From an optimization exercise on the open Yosys and OpenROAD flow, aimed at small area, a short achievable clock period and few clock cycles per item; shortcuts taken in it are not production practice.
Only simulation tests tie the RTL to the original design; equivalence was not proved.
No activity file was given, so power comes from the tool's default toggle rates.

==> design.v <==
module bf16_classify (
    input  wire [15:0] a,
    output wire        e_zero,    
    output wire        e_max,     
    output wire        m_zero,    
    output wire [6:0]  nm,        
    output wire [2:0]  k,         
    output wire [9:0]  ee         
);
    wire [6:0] m = a[6:0];
    assign e_zero = (a[14:7] == 8'd0);
    assign e_max  = (a[14:7] == 8'd255);
    assign m_zero = (m == 7'd0);
    reg [2:0] kk;
    always @* begin
        casez (m)
            7'b1??????: kk = 3'd1;
            7'b01?????: kk = 3'd2;
            7'b001????: kk = 3'd3;
            7'b0001???: kk = 3'd4;
            7'b00001??: kk = 3'd5;
            7'b000001?: kk = 3'd6;
            default:    kk = 3'd7;
        endcase
    end
    assign k  = e_zero ? kk : 3'd0;
    wire [7:0] sh = {1'b0, m} << kk;
    assign nm = e_zero ? sh[6:0] : m;
    assign ee = e_zero ? 10'd1 - {7'd0, kk} : {2'b00, a[14:7]};
endmodule
module bf16_addsub (
    input  wire [15:0] a,
    input  wire [15:0] b,         
    input  wire        a_zero,
    output wire        swap,      
    output wire        far,       
    output wire        rs,
    output wire        eff_sub,
    output wire [7:0]  eb,        
    output wire [8:0]  x          
);
    assign swap = (b[14:0] > a[14:0]) | a_zero;
    wire [15:0] big = swap ? b : a;
    wire [14:0] sml = swap ? a[14:0] : b[14:0];
    wire [7:0] es = sml[14:7];
    assign eb = big[14:7];
    wire [7:0] sigb = {eb != 8'd0, big[6:0]};
    wire [7:0] sigs = {es != 8'd0, sml[6:0]};
    wire [7:0] d = eb - es;
    assign far = (d > 8'd8) | (sml == 15'd0) | (eb == 8'd255);    
    wire [7:0] sigs_sh = far ? 8'd0 : sigs >> d[3:0];
    assign eff_sub = (a[15] ^ b[15]) & ~far;
    assign rs = big[15];
    wire [8:0] sum = {1'b0, sigb} + {1'b0, sigs_sh ^ {8{eff_sub}}} + {8'd0, eff_sub};
    assign x = {sum[8] & ~eff_sub, sum[7:0]};
endmodule
module bf16_fin (
    input  wire [1:0]  mode,      
    input  wire        aux,       
    input  wire        s,
    input  wire [9:0]  e,
    input  wire [8:0]  x,
    input  wire [6:0]  div_m,
    output wire [15:0] r
);
    wire raw = (mode == 2'd0);
    wire div = (mode == 2'd1);
    wire nrm = (mode == 2'd2);
    wire sum = (mode == 2'd3);
    wire mul = sum & aux;
    reg [3:0] k;
    always @* begin
        casez (x[7:0])
            8'b1???????: k = 4'd0;
            8'b01??????: k = 4'd1;
            8'b001?????: k = 4'd2;
            8'b0001????: k = 4'd3;
            8'b00001???: k = 4'd4;
            8'b000001??: k = 4'd5;
            8'b0000001?: k = 4'd6;
            8'b00000001: k = 4'd7;
            default:     k = 4'd8;
        endcase
    end
    wire       zero8 = k[3];                        
    wire [9:0] d  = ({10{nrm}} & ~{6'd0, k})
                  | ({10{mul}} & 10'h381)
                  | ({10{div}} & 10'd127);
    wire       ci = nrm | (sum & x[8]) | (div & aux);
    wire [9:0] re = e + d + {9'd0, ci};
    wire [6:0] msum  = x[8] ? x[7:1] : x[6:0];
    wire [3:0]  dsh  = 4'd0 - e[3:0];
    wire [3:0]  t    = nrm ? 4'd7 - {1'b0, k[2:0]} : dsh + 4'd7;
    wire [15:0] win  = {x, 7'd0} >> t;
    wire [6:0]  xn   = win[6:0];
    wire [6:0]  den  = win[6:0];
    wire le0  = re[9] | (re == 10'd0);
    wire ovf  = ~re[9] & (re[8:0] >= 9'd255);
    wire ltm6 = re[9] & (re < 10'h3FA);              
    wire n_ok  = nrm & ~le0 & ~zero8;
    wire s_ok  = sum & ~ovf & ~(mul & le0);
    wire d_ok  = div & ~ovf & ~le0;
    wire s_den = mul & le0 & ~ltm6;
    wire [7:0] ex = ({8{raw}} & e[7:0])
                  | ({8{n_ok | s_ok | d_ok}} & re[7:0])
                  | ({8{(sum | div) & ovf}} & 8'hFF);
    wire [6:0] mx = ({7{raw}} & x[6:0])
                  | ({7{d_ok}} & div_m)
                  | ({7{n_ok}} & xn)
                  | ({7{s_ok}} & msum)
                  | ({7{s_den}} & den);
    assign r = {s & ~(nrm & zero8), ex, mx};
endmodule
module bf16_mul (input wire [6:0] a_nm, input wire [6:0] b_nm, output wire [8:0] p);
  wire [6:0] a = a_nm;
  wire [6:0] b = b_nm;
  wire n1 = (a[6] & b[0]) ^ (a[5] & b[1]);
  wire n2 = (a[6] & b[0]) & (a[5] & b[1]);
  wire n3 = b[0] ^ (a[6] & b[1]) ^ (a[5] & b[2]);
  wire n4 = (b[0] & (a[6] & b[1])) | (b[0] & (a[5] & b[2])) | ((a[6] & b[1]) & (a[5] & b[2]));
  wire n5 = (a[4] & b[3]) ^ (a[3] & b[4]);
  wire n6 = (a[4] & b[3]) & (a[3] & b[4]);
  wire n7 = b[1] ^ (a[6] & b[2]) ^ (a[5] & b[3]);
  wire n8 = (b[1] & (a[6] & b[2])) | (b[1] & (a[5] & b[3])) | ((a[6] & b[2]) & (a[5] & b[3]));
  wire n9 = (a[4] & b[4]) ^ (a[3] & b[5]);
  wire n10 = (a[4] & b[4]) & (a[3] & b[5]);
  wire n11 = b[2] ^ (a[6] & b[3]) ^ (a[5] & b[4]);
  wire n12 = (b[2] & (a[6] & b[3])) | (b[2] & (a[5] & b[4])) | ((a[6] & b[3]) & (a[5] & b[4]));
  wire n13 = (a[4] & b[0]) ^ (a[3] & b[1]);
  wire n14 = (a[4] & b[0]) & (a[3] & b[1]);
  wire n15 = (a[5] & b[0]) ^ (a[4] & b[1]) ^ (a[3] & b[2]);
  wire n16 = ((a[5] & b[0]) & (a[4] & b[1])) | ((a[5] & b[0]) & (a[3] & b[2])) | ((a[4] & b[1]) & (a[3] & b[2]));
  wire n17 = (a[2] & b[3]) ^ (a[1] & b[4]);
  wire n18 = (a[2] & b[3]) & (a[1] & b[4]);
  wire n19 = n1 ^ (a[4] & b[2]) ^ (a[3] & b[3]);
  wire n20 = (n1 & (a[4] & b[2])) | (n1 & (a[3] & b[3])) | ((a[4] & b[2]) & (a[3] & b[3]));
  wire n21 = (a[2] & b[4]) ^ (a[1] & b[5]) ^ (a[0] & b[6]);
  wire n22 = ((a[2] & b[4]) & (a[1] & b[5])) | ((a[2] & b[4]) & (a[0] & b[6])) | ((a[1] & b[5]) & (a[0] & b[6]));
  wire n23 = n2 ^ n3 ^ n5;
  wire n24 = (n2 & n3) | (n2 & n5) | (n3 & n5);
  wire n25 = (a[2] & b[5]) ^ (a[1] & b[6]) ^ a[0];
  wire n26 = ((a[2] & b[5]) & (a[1] & b[6])) | ((a[2] & b[5]) & a[0]) | ((a[1] & b[6]) & a[0]);
  wire n27 = n4 ^ n6 ^ n7;
  wire n28 = (n4 & n6) | (n4 & n7) | (n6 & n7);
  wire n29 = n9 ^ (a[2] & b[6]) ^ a[1];
  wire n30 = (n9 & (a[2] & b[6])) | (n9 & a[1]) | ((a[2] & b[6]) & a[1]);
  wire n31 = n8 ^ n10 ^ n11;
  wire n32 = (n8 & n10) | (n8 & n11) | (n10 & n11);
  wire n33 = (a[4] & b[5]) ^ (a[3] & b[6]) ^ a[2];
  wire n34 = ((a[4] & b[5]) & (a[3] & b[6])) | ((a[4] & b[5]) & a[2]) | ((a[3] & b[6]) & a[2]);
  wire n35 = n12 ^ b[3] ^ (a[6] & b[4]);
  wire n36 = (n12 & b[3]) | (n12 & (a[6] & b[4])) | (b[3] & (a[6] & b[4]));
  wire n37 = (a[5] & b[5]) ^ (a[4] & b[6]) ^ a[3];
  wire n38 = ((a[5] & b[5]) & (a[4] & b[6])) | ((a[5] & b[5]) & a[3]) | ((a[4] & b[6]) & a[3]);
  wire n39 = b[4] ^ (a[6] & b[5]) ^ (a[5] & b[6]);
  wire n40 = (b[4] & (a[6] & b[5])) | (b[4] & (a[5] & b[6])) | ((a[6] & b[5]) & (a[5] & b[6]));
  wire n41 = (a[3] & b[0]) ^ (a[2] & b[1]);
  wire n42 = (a[3] & b[0]) & (a[2] & b[1]);
  wire n43 = n13 ^ (a[2] & b[2]) ^ (a[1] & b[3]);
  wire n44 = (n13 & (a[2] & b[2])) | (n13 & (a[1] & b[3])) | ((a[2] & b[2]) & (a[1] & b[3]));
  wire n45 = n14 ^ n15 ^ n17;
  wire n46 = (n14 & n15) | (n14 & n17) | (n15 & n17);
  wire n47 = n16 ^ n18 ^ n19;
  wire n48 = (n16 & n18) | (n16 & n19) | (n18 & n19);
  wire n49 = n20 ^ n22 ^ n23;
  wire n50 = (n20 & n22) | (n20 & n23) | (n22 & n23);
  wire n51 = n24 ^ n26 ^ n27;
  wire n52 = (n24 & n26) | (n24 & n27) | (n26 & n27);
  wire n53 = n28 ^ n30 ^ n31;
  wire n54 = (n28 & n30) | (n28 & n31) | (n30 & n31);
  wire n55 = n32 ^ n34 ^ n35;
  wire n56 = (n32 & n34) | (n32 & n35) | (n34 & n35);
  wire n57 = n36 ^ n38 ^ n39;
  wire n58 = (n36 & n38) | (n36 & n39) | (n38 & n39);
  wire n59 = n40 ^ b[5] ^ (a[6] & b[6]);
  wire n60 = (n40 & b[5]) | (n40 & (a[6] & b[6])) | (b[5] & (a[6] & b[6]));
  wire n61 = (a[2] & b[0]) ^ (a[1] & b[1]);
  wire n62 = (a[2] & b[0]) & (a[1] & b[1]);
  wire n63 = n41 ^ (a[1] & b[2]) ^ (a[0] & b[3]);
  wire n64 = (n41 & (a[1] & b[2])) | (n41 & (a[0] & b[3])) | ((a[1] & b[2]) & (a[0] & b[3]));
  wire n65 = n42 ^ n43 ^ (a[0] & b[4]);
  wire n66 = (n42 & n43) | (n42 & (a[0] & b[4])) | (n43 & (a[0] & b[4]));
  wire n67 = n44 ^ n45 ^ (a[0] & b[5]);
  wire n68 = (n44 & n45) | (n44 & (a[0] & b[5])) | (n45 & (a[0] & b[5]));
  wire n69 = n46 ^ n47 ^ n21;
  wire n70 = (n46 & n47) | (n46 & n21) | (n47 & n21);
  wire n71 = n48 ^ n49 ^ n25;
  wire n72 = (n48 & n49) | (n48 & n25) | (n49 & n25);
  wire n73 = n50 ^ n51 ^ n29;
  wire n74 = (n50 & n51) | (n50 & n29) | (n51 & n29);
  wire n75 = n52 ^ n53 ^ n33;
  wire n76 = (n52 & n53) | (n52 & n33) | (n53 & n33);
  wire n77 = n54 ^ n55 ^ n37;
  wire n78 = (n54 & n55) | (n54 & n37) | (n55 & n37);
  wire n79 = n56 ^ n57 ^ a[4];
  wire n80 = (n56 & n57) | (n56 & a[4]) | (n57 & a[4]);
  wire n81 = n58 ^ n59 ^ a[5];
  wire n82 = (n58 & n59) | (n58 & a[5]) | (n59 & a[5]);
  wire n83 = n60 ^ b[6] ^ a[6];
  wire n84 = (n60 & b[6]) | (n60 & a[6]) | (b[6] & a[6]);
  wire [15:0] r0 = {1'b0, n84, n82, n80, n78, n76, n74, n72, n70, n68, n66, n64, n62, n61, (a[1] & b[0]), (a[0] & b[0])};
  wire [15:0] r1 = {1'b0, 1'b1, n83, n81, n79, n77, n75, n73, n71, n69, n67, n65, n63, (a[0] & b[2]), (a[0] & b[1]), 1'b0};
  wire [16:0] c;
  assign c[0] = 1'b0;
  genvar k;
  generate for (k = 0; k < 16; k = k + 1) begin : g
    assign c[k+1] = (r0[k] & r1[k]) | (r0[k] & c[k]) | (r1[k] & c[k]);
  end endgenerate
  assign p = r0[15:7] ^ r1[15:7] ^ c[15:7];
endmodule
module bf16_div #(parameter N = 3) (
    input  wire [6:0]  a_nm,
    input  wire [6:0]  b_nm,
    output wire        ge,         
    output reg  [7:0]  rem,        
    output reg  [6:0]  mq          
);
    wire [7:0] x = {1'b1, a_nm};
    wire [7:0] y = {1'b1, b_nm};
    assign ge = (a_nm >= b_nm);
    wire [8:0] xs = ge ? {1'b0, x} : {x, 1'b0};
    wire [8:0] d0 = xs - {1'b0, y};      
    reg  [8:0] t;
    integer i;
    always @* begin
        rem = d0[7:0];
        mq  = 7'd0;
        for (i = 6; i > 6 - N; i = i - 1) begin
            t     = {rem, 1'b0} - {1'b0, y};
            mq[i] = ~t[8] | rem[7];
            if (mq[i]) rem = t[7:0];
            else       rem = {rem[6:0], 1'b0};
        end
    end
endmodule
module bf16_div_fin #(parameter N = 3) (
    input  wire [7:0]  rem_in,
    input  wire [6:0]  b_nm,
    input  wire [6:0]  mq_in,
    output reg  [6:0]  mq
);
    wire [7:0] y = {1'b1, b_nm};
    reg  [7:0] rem;
    reg  [8:0] t;
    integer i;
    always @* begin
        rem = rem_in;
        mq  = mq_in;
        for (i = 6 - N; i >= 0; i = i - 1) begin
            t     = {rem, 1'b0} - {1'b0, y};
            mq[i] = ~t[8] | rem[7];
            if (mq[i]) rem = t[7:0];
            else       rem = {rem[6:0], 1'b0};
        end
    end
endmodule
module bf16_alu (
    input  wire        clk,
    input  wire        rst,         
    input  wire        in_valid,
    output wire        in_ready,
    input  wire [2:0]  op,
    input  wire [15:0] a,
    input  wire [15:0] b,
    output reg         out_valid,
    output reg  [15:0] r
);
    localparam N = 2;                      
    localparam RAW = 2'd0, DIV = 2'd1, NRM = 2'd2, SUM = 2'd3;
    assign in_ready = 1'b1;
    reg        v0;
    reg [2:0]  op0;
    reg [15:0] a0, b0;
    always @(posedge clk) begin
        v0  <= ~rst & in_valid;
        op0 <= op;
        a0  <= a;
        b0  <= b;
    end
    wire is_add = (op0[2:1] == 2'b00);
    wire is_mul = (op0 == 3'd2);
    wire is_div = (op0 == 3'd3);
    wire [15:0] bx = {b0[15] ^ (op0 == 3'd1), b0[14:0]};    
    wire a_ez, a_em, a_mz, b_ez, b_em, b_mz;
    wire [6:0] a_nm, b_nm;
    wire [2:0] a_k, b_k;
    wire [9:0] a_ee, b_ee;
    bf16_classify ca (.a(a0), .e_zero(a_ez), .e_max(a_em), .m_zero(a_mz), .nm(a_nm), .k(a_k), .ee(a_ee));
    bf16_classify cb (.a(b0), .e_zero(b_ez), .e_max(b_em), .m_zero(b_mz), .nm(b_nm), .k(b_k), .ee(b_ee));
    wire a_zero = a_ez & a_mz, a_inf = a_em & a_mz, a_nan = a_em & ~a_mz, a_den = a_ez & ~a_mz;
    wire b_zero = b_ez & b_mz, b_inf = b_em & b_mz, b_nan = b_em & ~b_mz;
    wire rs_md  = a0[15] ^ b0[15];
    wire       add_swap, add_far, add_rs, add_sub;
    wire [7:0] add_e;
    wire [8:0] add_x;
    bf16_addsub u_add (.a(a0), .b(bx), .a_zero(a_zero), .swap(add_swap), .far(add_far),
                       .rs(add_rs), .eff_sub(add_sub), .eb(add_e), .x(add_x));
    wire [8:0] mul_p;
    bf16_mul u_mul (.a_nm(a_nm), .b_nm(b_nm), .p(mul_p));
    wire       div_ge;
    wire [7:0] div_rem;
    wire [6:0] div_mq;
    bf16_div #(.N(N)) u_div (.a_nm(a_nm), .b_nm(b_nm), .ge(div_ge), .rem(div_rem), .mq(div_mq));
    wire [4:0] lp  = {2'b00, b_k} - {2'b00, a_k} - {4'd0, ~div_ge};
    wire div_sat   = ~lp[4] & (lp != 5'd0);
    wire [8:0] sat_e = {1'b0, a0[14:8], a0[7] | a_ez} + 9'd126;    
    wire [9:0] re_md;
    rca10 u_re (.a(a_ee), .b(b_ee ^ {10{is_div}}), .s(re_md));
    reg sel_a, sel_b, sel_nan, sel_inf, sel_zero, sel_sat, sel_add, sel_mul, sel_div;
    always @* begin
        sel_a = 1'b0; sel_b = 1'b0; sel_nan = 1'b0; sel_inf = 1'b0; sel_zero = 1'b0;
        sel_sat = 1'b0; sel_add = 1'b0; sel_mul = 1'b0; sel_div = 1'b0;
        if (op0[2]) begin
        end else if (a_nan)     sel_a = 1'b1;
        else if (b_nan)         sel_b = 1'b1;
        else if (is_add) begin
            if (a_inf & b_inf & (a0[15] ^ bx[15])) sel_nan = 1'b1;
            else                         sel_add = 1'b1;
        end else if (is_mul) begin
            if ((a_inf & b_zero) | (b_inf & a_zero)) sel_nan = 1'b1;
            else if (a_inf | b_inf)                  sel_inf = 1'b1;
            else if (a_zero | b_zero)                sel_zero = 1'b1;
            else                                     sel_mul = 1'b1;
        end else begin
            if ((a_inf & b_inf) | (a_zero & b_zero)) sel_nan = 1'b1;
            else if (a_inf | b_zero)                 sel_inf = 1'b1;
            else if (b_inf | a_zero)                 sel_zero = 1'b1;
            else if (div_sat) begin
                if (sat_e[8] | (sat_e[7:0] == 8'd255)) sel_inf = 1'b1;
                else                                   sel_sat = 1'b1;
            end
            else                                     sel_div = 1'b1;
        end
    end
    wire sel_un = op0[2];
    wire [1:0] mode = sel_div ? DIV : (sel_add & add_sub) ? NRM : (sel_add | sel_mul) ? SUM : RAW;
    wire [2:0] cls_code = {a_den, ~a_zero & ~a_inf & ~a_den, a_inf | ~a_zero & ~a_den & ~a_nan};
    reg  [2:0] ucode;
    always @* begin
        case (op0[1:0])
            2'd0:    ucode = {2'b00, a_zero};
            2'd1:    ucode = {2'b00, a_nan};
            2'd2:    ucode = {2'b00, a_inf};
            default: ucode = cls_code;
        endcase
    end
    wire s_d = (sel_a & a0[15]) | (sel_b & bx[15]) | (sel_add & add_rs)
             | ((sel_inf | sel_zero | sel_sat | sel_mul | sel_div) & rs_md);
    wire [9:0] e_d = ({10{sel_a}} & {2'b00, a0[14:7]})
                   | ({10{sel_b}} & {2'b00, bx[14:7]})
                   | ({10{sel_nan | sel_inf}} & 10'd255)
                   | ({10{sel_sat}} & {2'b00, sat_e[7:0]})
                   | ({10{sel_add}} & {2'b00, add_e})
                   | ({10{sel_mul | sel_div}} & re_md);
    wire [8:0] x_d = ({9{sel_a}} & {2'b00, a0[6:0]})
                   | ({9{sel_b}} & {2'b00, bx[6:0]})
                   | ({9{sel_nan}} & 9'h040)
                   | ({9{sel_sat}} & 9'h07F)
                   | ({9{sel_un}} & {6'd0, ucode})
                   | ({9{sel_add}} & add_x)
                   | ({9{sel_mul}} & mul_p)
                   | ({9{sel_div}} & {1'b0, div_rem});
    reg        v1;
    reg [1:0]  m1;
    reg        mul1;                  
    reg        s1;
    reg [9:0]  e1;
    reg [8:0]  x1;
    reg [6:0]  y1, q1;
    always @(posedge clk) begin
        v1   <= ~rst & v0;
        m1   <= mode;
        mul1 <= sel_div ? div_ge : is_mul;
        s1   <= s_d;
        e1   <= e_d;
        x1   <= x_d;
        y1   <= b_nm;
        q1   <= div_mq;
    end
    wire [6:0]  div_m;
    wire [15:0] res;
    bf16_div_fin #(.N(N)) u_divf (.rem_in(x1[7:0]), .b_nm(y1), .mq_in(q1), .mq(div_m));
    bf16_fin u_fin (.mode(m1), .aux(mul1), .s(s1), .e(e1), .x(x1), .div_m(div_m), .r(res));
    always @(posedge clk) begin
        out_valid <= ~rst & v1;
        r         <= res;
    end
endmodule
module rca10 (
    input  wire [9:0] a,
    input  wire [9:0] b,
    output wire [9:0] s
);
    wire [10:0] c;
    assign c[0] = 1'b0;
    genvar j;
    generate
        for (j = 0; j < 10; j = j + 1) begin : g
            assign s[j] = a[j] ^ b[j] ^ c[j];
            assign c[j + 1] = (a[j] & b[j]) | (a[j] & c[j]) | (b[j] & c[j]);
        end
    endgenerate
endmodule
==> flow/run.sh <==
#!/bin/bash
# Standard layout, with two changes in how it is made:
# - the port buffers are plain buffers (buf_1) instead of the default delay cell;
# - the resizer's setup repair aims for slack well beyond the 46 ns clock,
#   so that it sizes the critical paths for speed.
export BUFFER_PORTS_ARGS="-buffer_cell sky130_fd_sc_hd__buf_1"
export SETUP_SLACK_MARGIN=36.0
bash standard.sh > standard.log 2>&1
==> standard.sh <==
#!/bin/bash
# synth_recipe.tcl (not shown) runs the flow's synth.tcl, then flattens the netlist and writes it again
# the make line also repeats each setting of config.mk as NAME=value (left out here)
make -C /OpenROAD-flow-scripts/flow DESIGN_CONFIG=/design/flow/config.mk WORK_HOME=/design/flow/orfs CLKGATE_MAP_FILE= SYNTH_SCRIPT=/design/flow/synth_recipe.tcl "${@:-finish}"
==> config.mk <==
export PLATFORM = sky130hd
export DESIGN_NAME = bf16_alu
export DESIGN_NICKNAME = bf16_alu
export VERILOG_FILES = /design/flow/design.v
export SDC_FILE = /design/flow/constraint.sdc
export NUM_CORES = 4
export LEC_CHECK = 0
export ABC_AREA = 1
export CAP_MARGIN = 20
export CORE_MARGIN = 2
export CORE_UTILIZATION = 70
export CTS_BUF_LIST = sky130_fd_sc_hd__clkbuf_8
export PLACE_DENSITY = 0.8
export SLEW_MARGIN = 20
==> constraint.sdc <==
create_clock -name core_clock -period 46.0 [get_ports {clk}]
set_input_delay 9.2000 -clock core_clock [delete_from_list [all_inputs] [get_ports {clk}]]
set_output_delay 9.2000 -clock core_clock [all_outputs]
set_load 0.01 [all_outputs]
==> results.toml, run 1 <==
[run_status]
status = "complete, no violations"

[floorplanning]
io-pin-count = 56
die_width_um = 132
coreArea_um2 = 15900
initial_core_util_pct = 71.7
fp.dieH_um = 132
dieArea_um2 = 17300
rows = 46

[synthesis]
yosysWarnings = 5
async_flop_share_pct = 0
synth_cell_types = 61
synth_edf_count = 0
ys_ff_latch = 86
ys_seq_area_share_pct = 15.1
syn-num-nets = 1972
netlist_instances = 1765
ys_dominant_reg_cell = "dfxtp_1"
netlist_area_um2 = 11400
syn_avg_cell_area_um2 = 6.45

[sta]
rsz0062_at_grt = "true"
fin_crit_sh_pct = 21.8
fin_crit_ns = 10.02
worstMarginPinSlew_ns = 1.02
whs_ns = 0.405
fin_setup_tns_ns = 0
fin_skew_ns = 0.0213
slew_headroom_pct = 31.4
report.final.slew_viol_count = 0
fmax_mhz = 99.8
setup_violations = 0
hold_viol_final = 0

[worst_setup_path]
crit_type = "flop to output pin"
path_cells = "buf_2"
slowest_delay_ns = 0.32
cp_num_buf_inv = 1
crit_family = "flip-flops"
r2r_cells = 44
required_ns = 36.80
ff2ff_setup_slack_ns = 37.33
start_kind = "flop"
r2r_start = "b0[11]$_DFF_P_"
r2r_end = "x1[2]$_DFF_P_"
critPathCaptureType = "output pin"
crit_fanout = 1
crit_arrival_ns = 0.82
cpMaxStageDelayCell = "dfxtp_2"

[detailed_routing]
detail_route.wl_per_cell_um = 15.5
dr.pass1.iters = 7
via_per_inst = 5.89
drtIter0Drc = 1224
vias = 12000
wl_um = 31500
drcViolationCount = 0
antenna_left = 0

[place]
place.gp.congestion = 0.971
dp.cells = 2013
port-buffer-count = 54
hpwl_um = 25100

[cts]
clk_pin_slew_worst_paths_ns = 0.08
clock-sinks = 86
ctsLongestPathBuffers = 2
cts-root-buf = "clkbuf_8"
post-cts-setup-buffers = 0
cts_buffers = 9
htreeDepth = 3
tritoncts = "done"
clock_latency_ns = 0.40

[hold_path]
hp-start = "v0$_DFF_P_"
hold_path.class = "flop to flop"
hold_path_depth = 2
holdPathEnd = "v1$_DFF_P_"

[pwr]
powerDensity_nw_per_um2 = 63.5
leakagePower_uw = 0.00620
ir_worst_vdd_mv = 0.170
power.total_uw = 760

[final_layout]
mostFrequentLayoutCell = "nand2_1"
layout.nets = 2015
area_delta_synth_final_pct = 5.04
drive_gt1_share_pct = 5.13
final_cell_mix = "nand2_1 (446), inv_1 (286), nor2_1 (146), nand3_1 (121), ha_1 (113)"
fin_cells = 2029
fin_util_pct = 75.3
n_antenna_cell = 0

[flow_run]
drv_cap = 0

[global_route]
grt_max_degree = 48
grt.total_usage_pct = 36.6
grt_pass1_vias = 11200
antenna_found_initial = 0
grt-ovfl-total = 0
grt_pass1_wl_um = 52300
==> how the worst max path moves through the flow <==
stage | from | endpoint | slack [ns] | cells past startpoint
global placement | r[14]$_DFF_P_ | r[14] | 36.37 | 1
floorplan | out_valid$_DFF_P_ | out_valid | 36.47 | 0
finish | r[3]$_DFF_P_ | r[3] | 35.98 | 1
detailed placement | r[2]$_DFF_P_ | r[2] | 36.36 | 1
global route | r[11]$_DFF_P_ | r[11] | 35.95 | 1
CTS | r[2]$_DFF_P_ | r[2] | 35.97 | 1
==> cells by family (layout without fill, tap and decap cells) <==
family	count (synthesis)	after routing	share of synthesized area, %
AO/OA/AOI/OAI	318	318	16.4
flip-flops	86	86	15.1
buffers and inverters	329	377	11.2
XOR/XNOR	63	63	4.84
AND/OR/NAND/NOR	799	799	30.2
adder cells (fa/ha/maj)	169	169	22.3
other	1	1	0.0329
==> routing by layer <==
layer	track usage [%]	vias to the layer above	share of wire, %	routed length, µm
met1	48.4	5381	42	13200
met5	0	-	0	0
met3	6.33	115	9.8	3090
met4	17.0	0	3.5	1090
li1	-	5828	-	-
met2	58.4	634	45	14000
==> flip-flops by register name, indices dropped and copies added (netlist names) <==
register   flops
op0            3
r             16
b0            16
out_valid      1
q1             2
mul1           1
y1             7
m1             2
v1             1
a0            16
e1            10
v0             1
s1             1
x1             9
==> timing repair <==
| item | in CTS | in global routing |
|---|---|---|
| setup endpoints to repair | 17 | 17 |
| resized for setup | 17 | 1 |
| pin swaps | 0 | 0 |
| hold buffers | 0 | 0 |
==> metrics by stage <==
step | instance area, µm² | setup WS, ns
floorplan | 11400 | 36.47
global placement | 11800 | 36.37
detailed placement | 11800 | 36.36
CTS | 12000 | 35.97
global route | 12000 | 35.95
finish | 12000 | 35.98
==> cells in the mapped netlist, drive strengths merged, types with 8 or more instances <==
| cell type | number | area (µm²) |
|---|---|---|
| dfxtp | 86 | 1720 |
| nor2 | 157 | 656 |
| nand2 | 460 | 1770 |
| xor2 | 41 | 359 |
| nor4 | 9 | 56.3 |
| nand3 | 125 | 653 |
| inv | 298 | 1120 |
| xnor2 | 22 | 193 |
| nand4 | 19 | 119 |
| a22oi | 19 | 143 |
| o21ai | 134 | 682 |
| o211ai | 14 | 105 |
| clkbuf | 13 | 50.0 |
| o2111ai | 12 | 105 |
| o22ai | 8 | 56.3 |
| a21oi | 90 | 450 |
| o21bai | 8 | 63.8 |
| buf | 14 | 97.6 |
| fa | 56 | 1120 |
| ha | 113 | 1410 |
| nor3 | 15 | 85.1 |
==> report_power, final <==
part / internal (µW) / total [µW] / switching (µW)
sequential: 89.1 / 103 / 14.3
clock: 21.9 / 53.4 / 31.6
combinational: 227 / 604 / 377
total: 338 / 760 / 423
==> final cells by class <==
cell class              count  area, µm²
multi-input cells        1350       8390
fillers                  1378       3920
flip-flops and latches     86       1720
inverters                 302       1130
well taps                 216        270
repair buffers             59        262
clock buffers              10        138
clock inverters             6       51.3
Testbench counts, summed over its fixed seeds: cycles 32,024, items 32,000.
==> inputs of run 2 (changes only) <==
--- a/config.mk
+++ b/config.mk
@@ -10,5 +10,5 @@
 export CORE_MARGIN = 2
 export CORE_UTILIZATION = 70
-export CTS_BUF_LIST = sky130_fd_sc_hd__clkbuf_8
+export CTS_BUF_LIST = sky130_fd_sc_hd__clkbuf_4 sky130_fd_sc_hd__clkbuf_8
 export PLACE_DENSITY = 0.8
 export SLEW_MARGIN = 20
==> run 2 against run 1 <==
Against the previous run:
- non-clock buffer count stayed put
- clock power hardly changed
- register-to-register slack barely moved
- combinational power barely moved
- critical path depth is the same
- via count unchanged
- sequential share of layout area unchanged
- routed wire length is the same
- final cell count unchanged
- largest cell class unchanged
- final area is the same
==> results.toml, run 2 <==
[cts]
htreeDepth = 3
cts_resized = 17
clock-sinks = 86
ctsLongestPathBuffers = 2
clock_latency_ns = 0.40
post-cts-setup-buffers = 0
cts_buffers = 9
tritoncts = "done"
cts-root-buf = "clkbuf_8"
clk_pin_slew_worst_paths_ns = 0.08
ctsHoldBuffers = 0

[pwr]
powerDensity_nw_per_um2 = 63.5
ir_worst_vdd_mv = 0.170
internal_power_uw = 338
leakagePower_uw = 0.00620
power.total_uw = 760
p_clk_share_pct = 7.0
power_switching_uw = 423
power_frac_seq_pct = 13.6
p_sw_share_pct = 55.6
comb_power_share_pct = 79.4

[global_route]
use_met2_pct = 58.4
grt_use_met1_pct = 48.4
grt_pass1_wl_um = 52300
grt.total_usage_pct = 36.6
grt_busiest_layer = "met2"
grt-ovfl-total = 0
antenna_found_initial = 0
grt_pass1_vias = 11200
grt_max_degree = 48
met3_usage_pct = 6.33

[hold_path]
hold_path.class = "flop to flop"
holdPathEnd = "v1$_DFF_P_"
hp-start = "v0$_DFF_P_"
hold_path_depth = 2

[synthesis]
synth_area_leaders = "dfxtp_1 (15%), nand2_1 (15%), ha_1 (12%)"
synth_edf_count = 0
netlist_area_um2 = 11400
synth_top_area_cell = "dfxtp_1"
synth_common_cells = "nand2_1 (446), inv_1 (286), nor2_1 (146)"
synth.top_cell.area_share_pct = 15.1
async_flop_share_pct = 0
syn_avg_cell_area_um2 = 6.45
yosysMostFrequentCell = "nand2_1"
synth_cell_types = 61
ys_ff_latch = 86
syn-num-nets = 1972
netlist_instances = 1765
yosysWarnings = 5
ys_seq_area_share_pct = 15.1
ys_dominant_reg_cell = "dfxtp_1"

[place]
dp.cells = 2013
port-buffer-count = 54
placed_area_um2 = 11800
hpwl_um = 25100
place.gp.congestion = 0.971

[worst_setup_path]
required_ns = 36.80
crit_arrival_ns = 0.82
cp_num_buf_inv = 1
ff2ff_setup_slack_ns = 37.33
crit_type = "flop to output pin"
cpMaxStageDelayCell = "dfxtp_2"
r2r_end = "x1[2]$_DFF_P_"
critPathCaptureType = "output pin"
crit_fanout = 1
slowest_delay_ns = 0.32
r2r_cells = 44
start_kind = "flop"
r2r_start = "b0[11]$_DFF_P_"
crit_family = "flip-flops"
path_cells = "buf_2"

[final_layout]
fin_area_um2 = 12000
fin_util_pct = 75.3
layout.nets = 2015
area_delta_synth_final_pct = 5.04
drive_gt1_share_pct = 5.13
mostFrequentLayoutCell = "nand2_1"
fin_cells = 2029
final_cell_mix = "nand2_1 (446), inv_1 (286), nor2_1 (146), nand3_1 (121), ha_1 (113)"
n_antenna_cell = 0
top_regs = "a0: 16 flops, b0: 16 flops, r: 16 flops"

[floorplanning]
die_width_um = 132
rows = 46
fp.dieH_um = 132
initial_core_util_pct = 71.7
dieArea_um2 = 17300
coreArea_um2 = 15900
io-pin-count = 56

[flow_run]
drv_cap = 0

[detailed_routing]
dr.pass1.iters = 7
detail_route.wl_per_cell_um = 15.5
vias = 12000
antenna_left = 0
via_per_inst = 5.89
drtIter0Drc = 1224
wl_um = 31500
drcViolationCount = 0

[sta]
fin_skew_ns = 0.0213
rsz0062_at_grt = "true"
slew_headroom_pct = 31.4
fin_crit_sh_pct = 21.8
report.final.slew_viol_count = 0
fmax_mhz = 99.8
fin_crit_ns = 10.02
worstMarginPinSlew_ns = 1.02
hold_viol_final = 0
fin_setup_tns_ns = 0
setup_violations = 0

[run_status]
status = "complete, no violations"
[run 2: power by group through the flow]
stage / sequential, µW / combinational [µW] / clock, µW
after floorplan: 102 / 467 / 0
after detailed placement: 105 / 589 / 0
after global routing: 105 / 684 / 56.7
after global placement: 104 / 565 / 0
final: 103 / 604 / 53.4
after CTS: 103 / 594 / 53.7
[run 2: metrics by stage]
step,setup slack [ns],hold slack [ns]
final,35.98,0.405
after global routing,35.95,0.443
after CTS,35.97,0.406
after detailed placement,36.36,0.395
after global placement,36.37,0.402
after floorplan,36.47,0.388
[run 2: area by class of cell]
type	count	area [µm²]
timing repair buffer	59	262
clock buffer	10	138
clock inverter	6	51.3
fill	1378	3920
sequential	86	1720
inverter	302	1130
tap	216	270
multi-input combinational	1350	8390
[run 2: how the worst max path moves through the flow]
stage | slack, ns | depth (start not counted) | start | end
after floorplan | 36.47 | 0 | out_valid$_DFF_P_ | out_valid
after global placement | 36.37 | 1 | r[14]$_DFF_P_ | r[14]
after detailed placement | 36.36 | 1 | r[2]$_DFF_P_ | r[2]
after CTS | 35.97 | 1 | r[2]$_DFF_P_ | r[2]
after global routing | 35.95 | 1 | r[11]$_DFF_P_ | r[11]
final | 35.98 | 1 | r[3]$_DFF_P_ | r[3]
[run 2: kinds of logic after synthesis]
family                     count (synthesis)  share of synthesized area [%]
adders and majority gates                169                           22.3
and+or+nand+nor                          799                           30.2
buffers and inverters                    329                           11.2
other                                      1                         0.0329
DFF                                       86                           15.1
AOI/OAI and AO/OA                        318                           16.4
xor gates and xnor gates                  63                           4.84
[run 2: routing by layer]
layer / part of all wire, % / wire [µm] / vias to the layer above
met2: 45 / 14000 / 634
met3: 9.8 / 3090 / 115
li1: - / - / 5828
met4: 3.5 / 1090 / 0
met1: 42 / 13200 / 5381
met5: 0 / 0 / -
==> inputs of run 3 (changes only) <==
--- a/design.v
+++ b/design.v
@@ -47,10 +47,13 @@
     wire [7:0] sigb = {eb != 8'd0, big[6:0]};
     wire [7:0] sigs = {es != 8'd0, sml[6:0]};
-    wire [7:0] d = eb - es;
+    wire [7:0] d;
+    bf16_rca #(.W(8)) u_d (.a(eb), .b(~es), .ci(1'b1), .s(d), .co());
     assign far = (d > 8'd8) | (sml == 15'd0) | (eb == 8'd255);    
     wire [7:0] sigs_sh = far ? 8'd0 : sigs >> d[3:0];
     assign eff_sub = (a[15] ^ b[15]) & ~far;
     assign rs = big[15];
-    wire [8:0] sum = {1'b0, sigb} + {1'b0, sigs_sh ^ {8{eff_sub}}} + {8'd0, eff_sub};
+    wire [8:0] sum;
+    bf16_rca #(.W(8)) u_sum (.a(sigb), .b(sigs_sh ^ {8{eff_sub}}), .ci(eff_sub),
+                             .s(sum[7:0]), .co(sum[8]));
     assign x = {sum[8] & ~eff_sub, sum[7:0]};
 endmodule
@@ -88,5 +91,6 @@
                   | ({10{div}} & 10'd127);
     wire       ci = nrm | (sum & x[8]) | (div & aux);
-    wire [9:0] re = e + d + {9'd0, ci};
+    wire [9:0] re;
+    bf16_rca #(.W(10)) u_re (.a(e), .b(d), .ci(ci), .s(re), .co());
     wire [6:0] msum  = x[8] ? x[7:1] : x[6:0];
     wire [3:0]  dsh  = 4'd0 - e[3:0];
@@ -220,5 +224,6 @@
     assign ge = (a_nm >= b_nm);
     wire [8:0] xs = ge ? {1'b0, x} : {x, 1'b0};
-    wire [8:0] d0 = xs - {1'b0, y};      
+    wire [8:0] d0;
+    bf16_rca #(.W(9)) u_d0 (.a(xs), .b(~{1'b0, y}), .ci(1'b1), .s(d0), .co());      
     reg  [8:0] t;
     integer i;
@@ -306,5 +311,5 @@
     wire [8:0] sat_e = {1'b0, a0[14:8], a0[7] | a_ez} + 9'd126;    
     wire [9:0] re_md;
-    rca10 u_re (.a(a_ee), .b(b_ee ^ {10{is_div}}), .s(re_md));
+    bf16_rca #(.W(10)) u_re (.a(a_ee), .b(b_ee ^ {10{is_div}}), .ci(1'b0), .s(re_md), .co());
     reg sel_a, sel_b, sel_nan, sel_inf, sel_zero, sel_sat, sel_add, sel_mul, sel_div;
     always @* begin
@@ -387,17 +392,20 @@
     end
 endmodule
-module rca10 (
-    input  wire [9:0] a,
-    input  wire [9:0] b,
-    output wire [9:0] s
+module bf16_rca #(parameter W = 10) (
+    input  wire [W-1:0] a,
+    input  wire [W-1:0] b,
+    input  wire         ci,
+    output wire [W-1:0] s,
+    output wire         co
 );
-    wire [10:0] c;
-    assign c[0] = 1'b0;
+    wire [W:0] c;
+    assign c[0] = ci;
     genvar j;
     generate
-        for (j = 0; j < 10; j = j + 1) begin : g
+        for (j = 0; j < W; j = j + 1) begin : g
             assign s[j] = a[j] ^ b[j] ^ c[j];
             assign c[j + 1] = (a[j] & b[j]) | (a[j] & c[j]) | (b[j] & c[j]);
         end
     endgenerate
+    assign co = c[W];
 endmodule
==> run 3 against run 2 <==
Against the previous run:
- setup slack got worse by 0.0084 ns
- clock-buffer cell count decreased by 1
- routed wire length decreased by 11%
- critical path type unchanged
==> results.toml, run 3 <==
[pwr]
p_sw_share_pct = 53.9
comb_power_share_pct = 77.2
powerDensity_nw_per_um2 = 62.7
leakagePower_uw = 0.00560
power_switching_uw = 383
p_clk_share_pct = 8.6
internal_power_uw = 328
power_frac_seq_pct = 14.3
ir_worst_vdd_mv = 0.103

[place]
port-buffer-count = 54
hpwl_um = 22500
placed_area_um2 = 11100
place.gp.congestion = 0.973

[cts]
cts_resized = 19
ctsLongestPathBuffers = 2
cts-root-buf = "clkbuf_8"
clock-sinks = 86
htreeDepth = 3
tritoncts = "done"
clk_pin_slew_worst_paths_ns = 0.09
cts_buffers = 9
ctsHoldBuffers = 0
clock_latency_ns = 0.40
post-cts-setup-buffers = 0

[worst_setup_path]
start_kind = "flop"
required_ns = 36.80
cp_num_buf_inv = 1
ff2ff_setup_slack_ns = 37.02
r2r_cells = 39
r2r_start = "b0[13]$_DFF_P_"
crit_type = "flop to output pin"
slowest_delay_ns = 0.32
crit_family = "flip-flops"
r2r_end = "x1[0]$_DFF_P_"
crit_fanout = 1
crit_arrival_ns = 0.83
cpMaxStageDelayCell = "dfxtp_1"
path_cells = "buf_2"
critPathCaptureType = "output pin"

[synthesis]
synth_edf_count = 0
synth_common_cells = "nand2_1 (343), inv_1 (259), nor2_1 (138)"
ys_seq_area_share_pct = 16.0
syn-num-nets = 1781
netlist_area_um2 = 10800
synth_cell_types = 62
ys_ff_latch = 86
ys_dominant_reg_cell = "dfxtp_1"
synth.top_cell.area_share_pct = 16.0
async_flop_share_pct = 0
yosysMostFrequentCell = "nand2_1"
synth_area_leaders = "dfxtp_1 (16%), fa_1 (14%), nand2_1 (12%)"
yosysWarnings = 5
syn_avg_cell_area_um2 = 6.82
netlist_instances = 1578
synth_top_area_cell = "dfxtp_1"

[detailed_routing]
via_per_inst = 5.91
drtIter0Drc = 1187
dr.pass1.iters = 7
vias = 10700
drcViolationCount = 0
wl_um = 28100
detail_route.wl_per_cell_um = 15.5
antenna_left = 0

[final_layout]
drive_gt1_share_pct = 6.27
fin_util_pct = 75.2
layout.nets = 1827
fin_area_um2 = 11300
final_cell_mix = "nand2_1 (343), inv_1 (259), nor2_1 (138), o21ai_0 (121), ha_1 (91)"
top_regs = "a0: 16 flops, b0: 16 flops, r: 16 flops"
area_delta_synth_final_pct = 5.44
fillers = 1290
n_antenna_cell = 0
mostFrequentLayoutCell = "nand2_1"

[floorplanning]
fp.dieH_um = 128
coreArea_um2 = 15100
rows = 45
die_width_um = 128
io-pin-count = 56
dieArea_um2 = 16400
initial_core_util_pct = 71.3

[sta]
fin_crit_sh_pct = 21.8
fin_setup_tns_ns = 0
hold_viol_final = 0
fmax_mhz = 99.7
worstMarginPinSlew_ns = 1.01
report.final.slew_viol_count = 0
fin_crit_ns = 10.03
setup_violations = 0
rsz0062_at_grt = "true"
fin_skew_ns = 0.0151
slew_headroom_pct = 32.2

[hold_path]
holdPathEnd = "out_valid$_DFF_P_"
hp-start = "v1$_DFF_P_"
hold_path_depth = 2
hold_path.class = "flop to flop"

[global_route]
grt-ovfl-total = 0
grt_pass1_wl_um = 46400
grt_pass1_vias = 9884
grt_max_degree = 59
grt.total_usage_pct = 35.5
antenna_found_initial = 0

[run_status]
status = "complete, no violations"

[flow_run]
drv_cap = 0
-- run 3: changes by cell type after synthesis, moves of 9 or more --
cell	change
o21ai_0	+10
nand2_1	-103
a22oi_1	-9
inv_1	-27
fa_1	+18
nand3_1	-40
a21oi_1	-12
ha_1	-22
-- run 3: cell families after synthesis --
group	Yosys count	share of synthesized area, %
xor+xnor	63	5.37
other cells	1	0.0349
fa+ha+maj	166	24.4
simple gates	658	26.6
flops	86	16.0
compound gates	306	16.5
buf+inv	298	11.0
-- run 3: worst max-delay path by stage --
| stage | start | endpoint | cells after the start |
|---|---|---|---|
| floorplan | out_valid$_DFF_P_ | out_valid | 0 |
| detailed placement | r[13]$_DFF_P_ | r[13] | 1 |
| global route | out_valid$_DFF_P_ | out_valid | 1 |
| finish | r[7]$_DFF_P_ | r[7] | 1 |
| CTS | r[13]$_DFF_P_ | r[13] | 1 |
| global placement | r[7]$_DFF_P_ | r[7] | 1 |
-- run 3: area by class of cell --
type,count,area (µm²),share of cell area [%]
Clock buffer,9,124,1.09
Tap cell,188,235,2.07
Inverter,272,1020,9.02
Clock inverter,6,95.1,0.838
Sequential cell,86,1720,15.2
Timing Repair Buffer,61,289,2.55
Multi-Input combinational cell,1194,7850,69.2
-- run 3: per-stage QoR --
stage          hold WS, ns  total power, µW  instances  worst slack (ns)
6_report             0.410              712       1816             35.97
5_1_grt              0.427              793       1816             35.94
4_1_cts              0.415              706       1816             35.95
3_5_place_dp         0.399              641       1801             36.35
3_3_place_gp         0.394              623       1801             36.38
2_1_floorplan        0.388              524       1578             36.47
-- run 3: power by group through the flow --
stage	Combinational, µW	Sequential [µW]	Clock, µW
after floorplan	423	101	0
after global placement	520	102	0
after detailed placement	538	103	0
after CTS	543	101	61.7
after global routing	626	103	64.4
final	549	102	60.9
-- run 3: per-layer routing --
layer  wire length [µm]  vias to the layer above  global-route usage (%)
met5                  0                        -                       0
met1              11500                     4886                    46.9
met3               2750                       87                    6.68
met4                982                        0                    13.8
li1                   -                     5201                       -
met2              12900                      552                    57.9
Testbench counts of run 3, summed over its fixed seeds: cycles 32,024, items 32,000.
==> inputs of run 4 (changes only) <==
--- a/design.v
+++ b/design.v
@@ -40,5 +40,13 @@
     output wire [8:0]  x          
 );
-    assign swap = (b[14:0] > a[14:0]) | a_zero;
+    wire [15:0] cb;
+    assign cb[0] = 1'b1;
+    genvar j;
+    generate
+        for (j = 0; j < 15; j = j + 1) begin : g
+            assign cb[j + 1] = (a[j] & ~b[j]) | (a[j] & cb[j]) | (~b[j] & cb[j]);
+        end
+    endgenerate
+    assign swap = ~cb[15] | a_zero;
     wire [15:0] big = swap ? b : a;
     wire [14:0] sml = swap ? a[14:0] : b[14:0];
==> run 4 against run 3 <==
Against the previous run:
- flip-flop and latch count stayed put
- clock-buffer cell count stayed put
- worst hold slack hardly changed
- setup slack worse by 0.014 ns
- die area is 1.5% lower
- final cell count is 1.1% lower
- critical path type unchanged
- largest power group unchanged
- highest routed layer unchanged
==> results.toml, run 4 <==
[synthesis]
synth_edf_count = 0
synth_area_leaders = "dfxtp_1 (16%), fa_1 (14%), nand2_1 (13%)"
ys_dominant_reg_cell = "dfxtp_1"
muxShareOfSynthArea_pct = 0
netlist_instances = 1563
yosysWarnings = 5
syn_avg_cell_area_um2 = 6.78
yosysMostFrequentCell = "nand2_1"
ys_seq_area_share_pct = 16.3
synth-compound-area-share_pct = 17.7
netlist_area_um2 = 10600
synth_cell_types = 65
yosys.area_share.simple_pct = 26.3
synth_top_family_by_area = "simple AND/OR/NAND/NOR gates"
synth_common_cells = "nand2_1 (361), inv_1 (239), nor2_1 (123)"
synth-xor-area-share_pct = 4.46
synth.top_cell.area_share_pct = 16.3
async_flop_share_pct = 0
synth_top_area_cell = "dfxtp_1"
ys_ff_latch = 86
synthAdderAreaFrac_pct = 23.9
syn-num-nets = 1759

[place]
hpwl_um = 22500
place.gp.congestion = 1.02
dp.cells = 1780
port-buffer-count = 54

[floorplanning]
die_width_um = 127
initial_core_util_pct = 72.3
fp.dieH_um = 127
dieArea_um2 = 16100
rows = 44
coreArea_um2 = 14600
io-pin-count = 56

[sta]
fin_skew_ns = 0.0253
slew_headroom_pct = 24.4
setup_violations = 0
report.final.slew_viol_count = 0
fin_crit_ns = 10.04
fin_setup_tns_ns = 0
fin_crit_sh_pct = 21.8
rsz0062_at_grt = "true"
hold_viol_final = 0
fmax_mhz = 99.6
worstMarginPinSlew_ns = 1.13

[global_route]
antenna_found_initial = 0
grt_pass1_vias = 10000
grt.total_usage_pct = 36.3
grt_max_degree = 59
grt-ovfl-total = 0
grt_pass1_wl_um = 47300

[detailed_routing]
vias = 10700
dr.pass1.iters = 6
drtIter0Drc = 1057
drcViolationCount = 0
antenna_left = 0
detail_route.wl_per_cell_um = 15.8
via_per_inst = 5.94
wl_um = 28400

[cts]
ctsLongestPathBuffers = 2
cts_buffers = 9
ctsHoldBuffers = 0
clock_latency_ns = 0.41
clk_pin_slew_worst_paths_ns = 0.10
clock-sinks = 86
tritoncts = "done"
cts-root-buf = "clkbuf_8"
htreeDepth = 3
post-cts-setup-buffers = 0

[worst_setup_path]
cpMaxStageDelayCell = "dfxtp_2"
required_ns = 36.80
critPathCaptureType = "output pin"
r2r_start = "b0[5]$_DFF_P_"
crit_family = "flip-flops"
slowest_delay_ns = 0.33
r2r_cells = 45
crit_type = "flop to output pin"
crit_arrival_ns = 0.84
cp_num_buf_inv = 1
start_kind = "flop"
ff2ff_setup_slack_ns = 36.75
r2r_end = "x1[1]$_DFF_P_"
crit_fanout = 1
path_cells = "buf_6"

[final_layout]
layout.nets = 1803
final_cell_mix = "nand2_1 (361), inv_1 (238), nor2_1 (121), o21ai_0 (110)"
n_antenna_cell = 0
mostFrequentLayoutCell = "nand2_1"
area_delta_synth_final_pct = 5.43
top_regs = "a0: 16 flops, b0: 16 flops, r: 16 flops"
fin_cells = 1796
drive_gt1_share_pct = 7.51

[hold_path]
hp-start = "v1$_DFF_P_"
hold_path.class = "flop to flop"
hold_path_depth = 2
holdPathEnd = "out_valid$_DFF_P_"

[flow_run]
drv_cap = 0

[pwr]
ir_worst_vdd_mv = 0.0912
leakagePower_uw = 0.00547
powerDensity_nw_per_um2 = 59.0

[run_status]
status = "complete, no violations"
run 4: metal layers:
layer	global-route usage, %	vias up	routed length [µm]
li1	-	5184	-
met1	48.9	4801	12000
met2	57.1	587	12500
met3	7.62	103	2890
met4	15.2	0	1020
met5	0	-	0
run 4: stage by stage:
stage                     worst slack, ns  cell area (µm²)  power (µW)  util (%)  hold slack (ns)
final                               35.96            11200         659      76.3            0.410
after floorplan                     36.47            10600         487         -            0.388
after detailed placement            36.34            10900         594      74.6            0.395
after global routing                35.93            11200         732      76.3            0.438
after global placement              36.37            10900         579      74.5            0.390
after CTS                           35.93            11100         653      76.1            0.410
run 4: where the power goes:
group / internal (µW) / leakage [µW] / switching (µW) / total (µW)
clock: 21.4 / 0.0000979 / 34.1 / 55.5
combinational: 190 / 0.00465 / 311 / 501
sequential: 89.0 / 0.000721 / 14.0 / 103
run 4: worst max-delay path by stage:
stage          slack, ns              start  cells past startpoint         to
3_5_place_dp       36.34      r[12]$_DFF_P_                      1      r[12]
3_3_place_gp       36.37  out_valid$_DFF_P_                      1  out_valid
5_1_grt            35.93      r[12]$_DFF_P_                      1      r[12]
6_report           35.96      r[12]$_DFF_P_                      1      r[12]
2_1_floorplan      36.47  out_valid$_DFF_P_                      0  out_valid
4_1_cts            35.93      r[12]$_DFF_P_                      1      r[12]
run 4: final cells by class:
cell class | count | area, µm²
clock buffer | 9 | 124
clock inverter | 7 | 77.6
fill | 1202 | 3480
inverter | 275 | 1050
multi-input combinational | 1175 | 7690
sequential | 86 | 1720
tap | 184 | 230
timing repair buffer | 60 | 275
run 4: kinds of logic (layout without fill, tap and decap cells):
logic type | count (synthesis) | count (layout)
adder cells (fa/ha/maj) | 158 | 158
AO/OA/AOI/OAI | 314 | 314
other | 1 | 1
buffers and inverters | 302 | 351
flip-flops | 86 | 86
AND/OR/NAND/NOR | 648 | 648
XOR/XNOR | 54 | 54
run 4: repair_timing:
item	in CTS	in global routing
resized for setup	17	8
setup endpoints to repair	17	25
hold endpoints to repair	0	0
run 4: worst reg2reg max path, delay by kind of cell (launching register included):
| family | cells | cell delay [ns] |
|---|---|---|
| flops | 1 | 0.49 |
| buf+inv | 7 | 0.92 |
| fa+ha+maj | 9 | 2.91 |
| simple gates | 18 | 3.13 |
| compound gates | 11 | 1.64 |
Testbench counts of run 4, summed over its fixed seeds: cycles 32,024, items 32,000.
==> inputs of run 5 (changes only) <==
--- a/design.v
+++ b/design.v
@@ -230,8 +230,29 @@
     wire [7:0] x = {1'b1, a_nm};
     wire [7:0] y = {1'b1, b_nm};
-    assign ge = (a_nm >= b_nm);
+    wire [7:0] cg;
+    assign cg[0] = 1'b1;
+    genvar j;
+    generate
+        for (j = 0; j < 7; j = j + 1) begin : g
+            assign cg[j + 1] = (a_nm[j] & ~b_nm[j]) | (a_nm[j] & cg[j]) | (~b_nm[j] & cg[j]);
+        end
+    endgenerate
+    assign ge = cg[7];
     wire [8:0] xs = ge ? {1'b0, x} : {x, 1'b0};
     wire [8:0] d0;
     bf16_rca #(.W(9)) u_d0 (.a(xs), .b(~{1'b0, y}), .ci(1'b1), .s(d0), .co());      
+    function [8:0] rsub(input [7:0] r, input [7:0] yy);
+        reg [9:0] c;
+        reg [8:0] u, w;
+        integer j;
+        begin
+            u = {r, 1'b0}; w = ~{1'b0, yy}; c[0] = 1'b1;
+            for (j = 0; j < 9; j = j + 1) begin
+                rsub[j] = u[j] ^ w[j] ^ c[j];
+                c[j + 1] = (u[j] & w[j]) | (u[j] & c[j]) | (w[j] & c[j]);
+            end
+            rsub[8] = c[9];
+        end
+    endfunction
     reg  [8:0] t;
     integer i;
@@ -240,6 +261,11 @@
         mq  = 7'd0;
         for (i = 6; i > 6 - N; i = i - 1) begin
-            t     = {rem, 1'b0} - {1'b0, y};
-            mq[i] = ~t[8] | rem[7];
+            if (i > 6 - 2) begin
+                t     = rsub(rem, y);
+                mq[i] = t[8] | rem[7];
+            end else begin
+                t     = {rem, 1'b0} - {1'b0, y};
+                mq[i] = ~t[8] | rem[7];
+            end
             if (mq[i]) rem = t[7:0];
             else       rem = {rem[6:0], 1'b0};
@@ -255,4 +281,17 @@
     wire [7:0] y = {1'b1, b_nm};
     reg  [7:0] rem;
+    function [8:0] rsub(input [7:0] r, input [7:0] yy);
+        reg [9:0] c;
+        reg [8:0] u, w;
+        integer j;
+        begin
+            u = {r, 1'b0}; w = ~{1'b0, yy}; c[0] = 1'b1;
+            for (j = 0; j < 9; j = j + 1) begin
+                rsub[j] = u[j] ^ w[j] ^ c[j];
+                c[j + 1] = (u[j] & w[j]) | (u[j] & c[j]) | (w[j] & c[j]);
+            end
+            rsub[8] = c[9];
+        end
+    endfunction
     reg  [8:0] t;
     integer i;
@@ -261,6 +300,11 @@
         mq  = mq_in;
         for (i = 6 - N; i >= 0; i = i - 1) begin
-            t     = {rem, 1'b0} - {1'b0, y};
-            mq[i] = ~t[8] | rem[7];
+            if (i > 6 - N - 0) begin
+                t     = rsub(rem, y);
+                mq[i] = t[8] | rem[7];
+            end else begin
+                t     = {rem, 1'b0} - {1'b0, y};
+                mq[i] = ~t[8] | rem[7];
+            end
             if (mq[i]) rem = t[7:0];
             else       rem = {rem[6:0], 1'b0};
==> run 5 against run 4 <==
Against the previous run:
- still clean on timing, DRC and antenna
- worst hold slack worse by 0.0069 ns
- synthesized area down 2.7%
- via count down 5.7%
- total power is 7.4% lower
- synthesized cell count fell by 5.1%
- core utilization fell by 1.2 points
- non-clock buffer count decreased by 2
- final cell count decreased by 4.6%
- final area down 2.7%
- routed wire length shrank 5.9%
- sequential power about the same
- largest cell class unchanged
- largest power group unchanged
==> results.toml, run 5 <==
[run_status]
status = "complete, no violations"

[worst_setup_path]
critPathCapture = "r[15]"
r2r_end = "x1[5]$_DFF_P_"
crit_type = "flop to output pin"
critical_path_cell_count = 1
crit_family = "flip-flops"
slowest_delay_ns = 0.33
required_ns = 36.80
r2r_start = "b0[13]$_DFF_P_"
critPathCaptureType = "output pin"
worst_setup_path_startpoint = "r[15]$_DFF_P_"
path_cells = "buf_2"
cp_num_buf_inv = 1
r2r_cells = 40
start_kind = "flop"
ff2ff_setup_slack_ns = 36.62
crit_fanout = 1
crit_arrival_ns = 0.84
cpMaxStageDelayCell = "dfxtp_1"

[flow_run]
drv_cap = 0

[sta]
fin_setup_tns_ns = 0
setup_violations = 0
fin_skew_ns = 0.0223
hold_viol_final = 0
report.final.slew_viol_count = 0
worstMarginPinSlew_ns = 1.11
fin_crit_ns = 10.04
fin_ws_ns = 35.96
rsz0062_at_grt = "true"
fmax_mhz = 99.6
fin_crit_sh_pct = 21.8
slew_headroom_pct = 25.5

[pwr]
powerDensity_nw_per_um2 = 56.2
power.total_uw = 611
ir_worst_vdd_mv = 0.0574
leakagePower_uw = 0.00523

[cts]
htreeDepth = 3
cts_buffers = 9
cts-root-buf = "clkbuf_8"
clock_latency_ns = 0.41
clk_pin_slew_worst_paths_ns = 0.10
tritoncts = "done"
ctsLongestPathBuffers = 2
clock-sinks = 86

[final_layout]
mostFrequentLayoutCell = "nand2_1"
drive_gt1_share_pct = 8.44
top_regs = "a0: 16 flops, b0: 16 flops, r: 16 flops"
n_antenna_cell = 0
area_delta_synth_final_pct = 5.40
final_cell_mix = "nand2_1 (355), inv_1 (229), nor2_1 (120), o21ai_0 (107), fa_1 (85)"
layout.nets = 1708

[synthesis]
synth_common_cells = "nand2_1 (356), inv_1 (229), nor2_1 (121)"
yosysMostFrequentCell = "nand2_1"
synth_cell_types = 63
ys_dominant_reg_cell = "dfxtp_1"
ys_seq_area_share_pct = 16.7
ys_ff_latch = 86
synth_area_leaders = "dfxtp_1 (17%), fa_1 (17%), nand2_1 (13%)"
async_flop_share_pct = 0
synth_edf_count = 0
netlist_area_um2 = 10300
synth_top_area_cell = "dfxtp_1"
synth.top_cell.area_share_pct = 16.7
syn-num-nets = 1668
yosysWarnings = 5
netlist_instances = 1484
syn_avg_cell_area_um2 = 6.95

[global_route]
grt_max_degree = 60
antenna_found_initial = 0
grt_pass1_wl_um = 44500
grt.total_usage_pct = 34.5
grt-ovfl-total = 0
grt_pass1_vias = 9376

[place]
place.gp.congestion = 0.974
port-buffer-count = 54
hpwl_um = 21200
dp_slack_ns = 36.36

[floorplanning]
rows = 44
fp.dieH_um = 125
initial_core_util_pct = 71.2
die_width_um = 125
coreArea_um2 = 14500
dieArea_um2 = 15700
io-pin-count = 56

[detailed_routing]
detail_route.wl_per_cell_um = 15.6
dr.pass1.iters = 6
drcViolationCount = 0
wl_um = 26700
via_per_inst = 5.88
vias = 10100
antenna_left = 0
drtIter0Drc = 1163

[hold_path]
hold_path.class = "flop to flop"
==> run 5: cell count changes in the layout (fill, tap and decap cells not counted), sizes merged, moves of 6 or more <==
cell / delta
a21oi: -11
a22oi: -6
fa: +11
ha: -23
inv: -19
nand3: -7
nor3: -13
o21ai: -8
or2: -7
==> run 5: cell type report <==
type / count / area (µm²)
Clock buffer: 9 / 124
Fill cell: 1176 / 3610
Timing Repair Buffer: 58 / 267
Multi-Input combinational cell: 1115 / 7480
Tap cell: 184 / 230
Sequential cell: 86 / 1730
Clock inverter: 7 / 80.1
Inverter: 254 / 961
==> run 5: how the worst min path moves through the flow <==
stage,start,end,slack [ns],depth (start not counted)
floorplan,v1$_DFF_P_,out_valid$_DFF_P_,0.39,2
global placement,v0$_DFF_P_,v1$_DFF_P_,0.39,2
detailed placement,v0$_DFF_P_,v1$_DFF_P_,0.39,2
CTS,v0$_DFF_P_,v1$_DFF_P_,0.41,2
global route,v1$_DFF_P_,out_valid$_DFF_P_,0.41,2
finish,v1$_DFF_P_,out_valid$_DFF_P_,0.40,2
==> run 5: stage by stage <==
stage	utilization (%)	instance area [µm²]	cells	hold slack, ns
floorplan	-	10300	1484	0.388
global placement	73.2	10600	1697	0.392
detailed placement	73.2	10600	1697	0.392
CTS	74.7	10800	1713	0.406
global route	75.1	10900	1713	0.415
finish	75.1	10900	1713	0.403
==> run 5: cells by family after synthesis <==
family	count (synthesis)	synth area share (%)
muxes	5	0.558
DFF	86	16.7
xor gates and xnor gates	52	4.42
and+or+nand+nor	618	25.7
adders and majority gates	146	23.9
other	1	0.0364
AOI/OAI and AO/OA	293	17.6
buffers and inverters	283	11.1
==> run 5: worst reg2reg max path, delay by kind of cell, from the launching register on <==
kind	cells	cell delay (ns)
xor+xnor	1	0.19
fa+ha+maj	13	4.45
compound gates	11	2.02
buf+inv	6	0.85
flops	1	0.36
simple gates	9	1.37
==> run 5: where the power goes <==
part           internal (µW)  switching (µW)  leakage, µW
combinational            175             280      0.00441
sequential              88.5            11.8     0.000722
clock                   21.4            34.4    0.0000990
==> run 5: timing repair <==
action,4_1_cts,5_1_grt
setup endpoints to repair,17,26
buffers inserted,0,0
hold buffers,0,0
resized for setup,17,10
pin swaps,0,0
==> run 5: per-layer routing <==
layer,track usage [%],part of all wire [%]
met4,12.7,3.4
met5,0,0
met2,54.4,45
met3,7.10,10
met1,47.3,42
Testbench counts of run 5, summed over its fixed seeds: cycles 32,024, items 32,000.

-- static timing again, ports no longer ideal --
How much do the figures lean on ideal ports? The routed layouts below were timed once more, with nothing changed but the port constraints.
Step 1 assumes that a clkbuf_16 drives the clock port and a buf_2 every other input.
Step 2, shift: input delay + t, output delay - t, t = (earliest + latest rising clock arrival at the registers) / 2. This alone moves slack from input paths to output paths.
Three values: ideal, step 1, step 2; two values: the first two.
run | t (ns) | setup WS [ns] | worst setup path at the end | worst data-port slew with drivers (ns)
run 1 | 0.432 | 35.978 / 35.934 / 36.367 | register to output | 0.03
run 2 | 0.432 | 35.978 / 35.934 / 36.367 | register to output | 0.03
run 3 | 0.429 | 35.970 / 35.928 / 36.358 | register to output | 0.03
run 4 | 0.442 | 35.956 / 35.912 / 36.354 | register to output | 0.03
run 5 | 0.436 | 35.964 / 35.922 / 36.358 | register to output | 0.03
After both steps setup and hold are still met in every run listed.
